From an optimization exercise on the open Yosys and OpenROAD flow, aimed at small area; shortcuts taken in it are not production practice.
In this exercise RTL edits were held to simulation tests only and were not proved equivalent to the original.
Power is estimated from default activity; no workload was simulated.

==> v18 <==
// jbc_cc
module jbc_cc (
    input  wire        clk,
    input  wire        rst,
    input  wire        ev_valid,
    input  wire [31:0] ev_word,
    output wire        ev_ready,
    output reg         ev_done,
    output wire        heater,
    output reg         adc_start,
    output reg         enc_wr,
    output wire [15:0] enc_wr_val,
    output wire [15:0] rd_data
);
    localparam [1:0]  M_ACTIVE = 2'd0, M_HOLDER = 2'd1, M_REMOVED = 2'd2, M_DISC = 2'd3;
    localparam [1:0]  K_ZCM = 2'd0, K_RFR = 2'd1, K_TICK = 2'd2, K_ACC = 2'd3;
    localparam [19:0] C_LO  = 20'd523466;
    localparam [19:0] K_FLT = 20'd87937;
    localparam [19:0] K_D10 = 20'd3277;
    function gt16;
        input [15:0] a;
        input [15:0] b;
        integer i;
        reg g;
        begin
            g = 1'b0;
            for (i = 0; i < 16; i = i + 1)
                g = (a[i] & ~b[i]) | (~(a[i] ^ b[i]) & g);
            gt16 = g;
        end
    endfunction
    reg  [3:0]  slot;
    reg  [3:0]  dc;              
    reg  [3:0]  dfc;             
    reg         out_en;
    reg  [1:0]  warmup;
    reg  [6:0]  q;               
    reg  [10:0] err0;            
    reg  [7:0]  integ;           
    reg         tip_removed;
    reg         iron_disc;
    reg         iron_holder;
    reg         runaway;
    reg         blink_phase;
    reg  [1:0]  mode_state;
    reg  [8:0]  backup_sp;
    reg         sp_cap;          
    reg         dsp_cap;         
    reg  [2:0]  hold_periods;
    reg  [6:0]  dq;              
    reg  [3:0]  ddc;             
    reg  [15:0] msring [0:1];
    reg         msph;            
    reg  [8:0]  blink_ms;        
    reg  [15:0] kring [0:2];
    reg  [1:0]  kph;             
    reg  [5:0]  cnt;
    reg  [1:0]  kind;
    reg         enc_hi;
    reg  [19:0] H;
    reg  [12:0] M;
    wire idle   = (cnt == 6'd0);
    assign ev_ready = idle;
    wire accept = ev_valid & idle & ~rst;
    wire b_zcm  = ~idle & (kind == K_ZCM);
    wire b_rfr  = ~idle & (kind == K_RFR);
    wire b_tick = ~idle & (kind == K_TICK);
    wire b_acc  = ~idle & (kind == K_ACC);
    wire [3:0] op = ev_word[31:28];
    wire is_zcm  = (op == 4'd1) && (ev_word[27:15] == 13'd0);
    wire is_zcd  = (ev_word == 32'h2000_0000);
    wire is_tick = (ev_word == 32'h3000_0000);
    wire is_rfr  = (op == 4'd4) && (ev_word[27:18] == 10'd0);
  ...
==> flow/config.mk <==
export PLATFORM = sky130hd
export DESIGN_NAME = jbc_cc
export DESIGN_NICKNAME = jbc_cc
export VERILOG_FILES = /design/flow/design.v
export SDC_FILE = /design/flow/constraint.sdc
export NUM_CORES = 4
export LEC_CHECK = 0
export ABC_AREA = 1
export CAP_MARGIN = 20
export CORE_MARGIN = 2
export CORE_UTILIZATION = 50
export CTS_BUF_LIST = sky130_fd_sc_hd__clkbuf_8
export CTS_CLUSTER_DIAMETER = 60
export CTS_CLUSTER_SIZE = 14
export SLEW_MARGIN = 20
==> flow/constraint.sdc <==
create_clock -name core_clock -period 48.0 [get_ports {clk}]
set_input_delay 9.6000 -clock core_clock [delete_from_list [all_inputs] [get_ports {clk}]]
set_output_delay 9.6000 -clock core_clock [all_outputs]
set_load 0.01 [all_outputs]
standard.sh (not shown) runs the stock make flow with config.mk's settings and CLKGATE_MAP_FILE= SYNTH_SCRIPT=/design/flow/synth_recipe.tcl, a recipe that flattens the netlist after the stock synthesis.
==> flow/flow/run.sh <==
#!/bin/bash
# Own layout flow: the standard ORFS flow (standard.sh) with two changes:
#  - synthesis uses flow/my_synth.tcl, which is synth_recipe.tcl with the ABC
#    mapping script replaced by flow/area.abc (area-oriented mapping without
#    ABC's buffering and upsizing); registers and their names are unchanged;
#  - port buffering uses sky130_fd_sc_hd__buf_1 cells (every port still gets
#    a buffer).
# Every tool's output goes to flow.log in this folder (ORFS also keeps its
# per-step logs under orfs/logs).
set -euo pipefail
here=$(pwd)
cp config.mk own_config.mk
echo 'export BUFFER_PORTS_ARGS = -buffer_cell sky130_fd_sc_hd__buf_1' >> own_config.mk
sed -e "s#SYNTH_SCRIPT=[^ ]*#SYNTH_SCRIPT=$here/flow/my_synth.tcl#" \
    -e "s#DESIGN_CONFIG=[^ ]*#DESIGN_CONFIG=$here/own_config.mk#" standard.sh > own_standard.sh
export MY_ABC_SCRIPT=$here/flow/area.abc
bash own_standard.sh finish > flow.log 2>&1
test -f out/final.def
==> flow/flow/area.abc <==
strash
ifraig
scorr
dc2
strash
dch -f
amap
strash
dch -f
amap
topo
dnsize -c
==> flow/flow/my_synth.tcl <==
proc synth {args} { yosys synth -nofsm -noshare {*}$args }
proc abc {args} {
  set i [lsearch -exact $args -script]
  if { $i >= 0 && [info exists ::env(MY_ABC_SCRIPT)] } {
    set args [lreplace $args [expr {$i+1}] [expr {$i+1}] $::env(MY_ABC_SCRIPT)]
  }
  yosys abc {*}$args
}
source $::env(SCRIPTS_DIR)/synth.tcl
# left out here: clear keep_hierarchy, flatten, clean up, hide names made inside functions, write 1_2_yosys.v
==> v39 (differences from v18) <==
--- a/flow/design.v
+++ b/flow/design.v
@@ -48,11 +48,11 @@
     reg  [2:0]  hold_periods;
     reg  [6:0]  dq;              
     reg  [3:0]  ddc;             
     reg  [15:0] msring [0:1];
     reg         msph;            
-    reg  [8:0]  blink_ms;        
+    reg  [8:0]  blink_ms;
     reg  [15:0] kring [0:2];
     reg  [1:0]  kph;             
     reg  [5:0]  cnt;
     reg  [1:0]  kind;
     reg         enc_hi;
@@ -88,12 +88,11 @@
                           ev_word[16] ? M_HOLDER  : M_ACTIVE;
     wire        bsp_gt150 = gt16({7'd0, backup_sp}, 16'd150);
     wire        sp_sel    = idle ? ((ridx == 4'd8) & sp_cap) | ((ridx == 4'd10) & dsp_cap) : sp_cap;
     wire [8:0]  sp_val    = (sp_sel & bsp_gt150) ? 9'd150 : backup_sp;
     assign heater     = out_en & ~slot0 & ~gt16({12'd0, slot}, {12'd0, dc});
-    wire ez = adc_start, eh = enc_hi;
-    assign enc_wr_val = {ez, ez, ez, eh, ez, ez, ez, eh, eh, ez, ez, eh, ez, eh, ez, ez};
+    assign enc_wr_val = enc_hi ? 16'd4500 : 16'd0;
     assign rd_data    = H[15:0];
     wire [15:0] status = {3'd0, (hold_periods != 3'd0), mode_state, warmup,
                           blink_phase, 1'b0, runaway, iron_holder, iron_disc,
                           tip_removed, out_en, heater};
     wire [6:0] rq   = (idle & ridx[3]) ? dq : q;
@@ -235,12 +234,12 @@
     wire        r_change = (r_raw != backup_sp);
     wire [5:0] cnt_inc;
     rca #(.W(6)) u_cnt (.a(cnt), .b(6'd0), .ci(1'b1), .s(cnt_inc), .co());
     wire [3:0] slot_inc;
     rca #(.W(4)) u_slot (.a(slot), .b(4'd0), .ci(1'b1), .s(slot_inc), .co());
-    localparam [8:0] B_FIRST = 9'h1ff, B_LAST = 9'h1de;
-    wire [8:0] blink_inc = {blink_ms[7:0], blink_ms[8] ^ blink_ms[4]};
+    wire [8:0] blink_inc;
+    rca #(.W(9)) u_blk (.a(blink_ms), .b(9'd0), .ci(1'b1), .s(blink_inc), .co());
     wire last = a_rd | a_wr | (b_tick & (cnt == 6'd3)) | (b_rfr & (cnt == 6'd14)) | (b_zcm & s_62);
     wire stall = (b_acc & ~a_rd & ~a_wr) | (b_tick & (cnt == 6'd1) & msph);
     always @(posedge clk) begin
         H <= d_shift ? sum[20:1] : sum[19:0];
         if (idle)
@@ -304,11 +303,11 @@
             sp_cap       <= 1'b0;
             dsp_cap      <= 1'b0;
             hold_periods <= 3'd0;
             dq           <= 7'd0;
             ddc          <= 4'd0;
-            blink_ms     <= B_FIRST;
+            blink_ms     <= 9'd0;
         end else if (idle) begin
             ev_done <= accept & ~z_eval & ~is_rfr & ~is_tick & ~a_multi;
             if (accept) begin
                 if (is_zcm && slot0) begin
                     iron_disc   <= ev_word[13];
@@ -325,12 +324,12 @@
                 end
                 if (is_zcd)
                     slot <= (slot == 4'd10) ? 4'd0 : slot_inc;
                 if (is_tick) begin
                     cnt <= 6'd1;
-                    if (blink_ms == B_LAST) begin
-                        blink_ms    <= B_FIRST;
+                    if (blink_ms == 9'd499) begin
+                        blink_ms    <= 9'd0;
                         blink_phase <= ~blink_phase;
                         if (hold_periods != 3'd0)
                             hold_periods <= hold_periods - 3'd1;
                     end else begin
                         blink_ms <= blink_inc;
==> flow/flow/area.abc (replaced) <==
strash
ifraig
scorr
dc2
strash
dch -f
map -a
topo
dnsize -c
Settings changed: CORE_UTILIZATION 50 to 40, CTS_BUF_LIST sky130_fd_sc_hd__clkbuf_8 to unset, CTS_CLUSTER_DIAMETER 60 to unset, CTS_CLUSTER_SIZE 14 to unset.
==> comparison table <==
|  | v39 | v18 |
|---|---|---|
| Synthesized-area fraction occupied by adder cells | 10.70% | 10.26% |
| Stages on the worst setup path | 44 | 42 |
| Maximum cell stage delay along the critical path | 0.50 ns | 0.44 ns |
| Comb group | 0.375 mW | 0.511 mW |
| Final critical-path setup slack | 28.60 ns | 28.61 ns |
| Count of placed standard cells including taps | 1993 | 1759 |
| Clock Power Share | 23.5% | 14.4% |
| Total of buffers placed on input and output ports | 60 | 71 |
| Core Region | 29400 µm² | 22640 µm² |
| Start point of the worst min-delay path | kring[2][9] | kring[2][10] |
| Switch Pwr | 0.3627 mW | 0.4420 mW |
| Comb_multi_in | 1094 | 956 |
| Final critical delay including setup and external delays | 19.40 ns | 19.39 ns |
| Utilization after layout | 45.36% | 55.37% |
| Total power per unit cell area | 61.46 nW/µm² | 71.61 nW/µm² |
| Maximum number of pins on one net before global-route repair | 61 | 62 |
| Number of global-route vias before repair | 10970 | 10370 |
| Dominant cell by count in the synthesized netlist | sky130_fd_sc_hd__clkinv_1 | sky130_fd_sc_hd__nor2_1 |
| Status | no timing/DRC/antenna violations | no timing/DRC/antenna violations |
| Beginning of the critical path | ev_word[3] | ev_word[19] |
| Fraction of power consumed by sequential logic | 30.7% | 28.7% |
| Combinational group share of total power | 45.8% | 56.9% |
| # fillers | 2982 | 2184 |
| Total met3 wirelength after detailed routing | 3.927 mm | 3.870 mm |
| Area enclosed by the die boundary | 31090 µm² | 24310 µm² |
| Power in the clock group | 0.192 mW | 0.129 mW |

separate check: timing with driven ports:
The results above use ideal ports. As a check the final layouts listed here were re-extracted and re-timed, cells and wires unchanged.
Step 1 (the two cells are an assumption about what drives the block):
set clk [get_ports {clk}]
set_driving_cell -lib_cell sky130_fd_sc_hd__clkbuf_16 $clk
set_driving_cell -lib_cell sky130_fd_sc_hd__buf_2 [delete_from_list [all_inputs] $clk]
Step 2 adds t to the input delays and takes it off the output delays; t is the mean of the earliest and latest rising clock arrival at the registers after step 1. Input paths then give back, and output paths get back, about the clock's delay inside the block.
Slacks: no drivers / after step 1 / after step 2; pairs: no drivers / after step 1.
| run | t, ns | slack for setup (ns) | worst hold slack (ns) |
|---|---|---|---|
| v18 | 0.605 | 28.609 / 28.629 / 28.024 | 0.331 / 0.331 / 0.331 |
| v39 | 0.574 | 28.601 / 28.626 / 28.052 | 0.319 / 0.319 / 0.319 |
After both steps every run listed still meets setup and hold. The setup slack of v18, which loses most, moves by +0.020 ns with the drivers and by -0.585 ns with both steps.
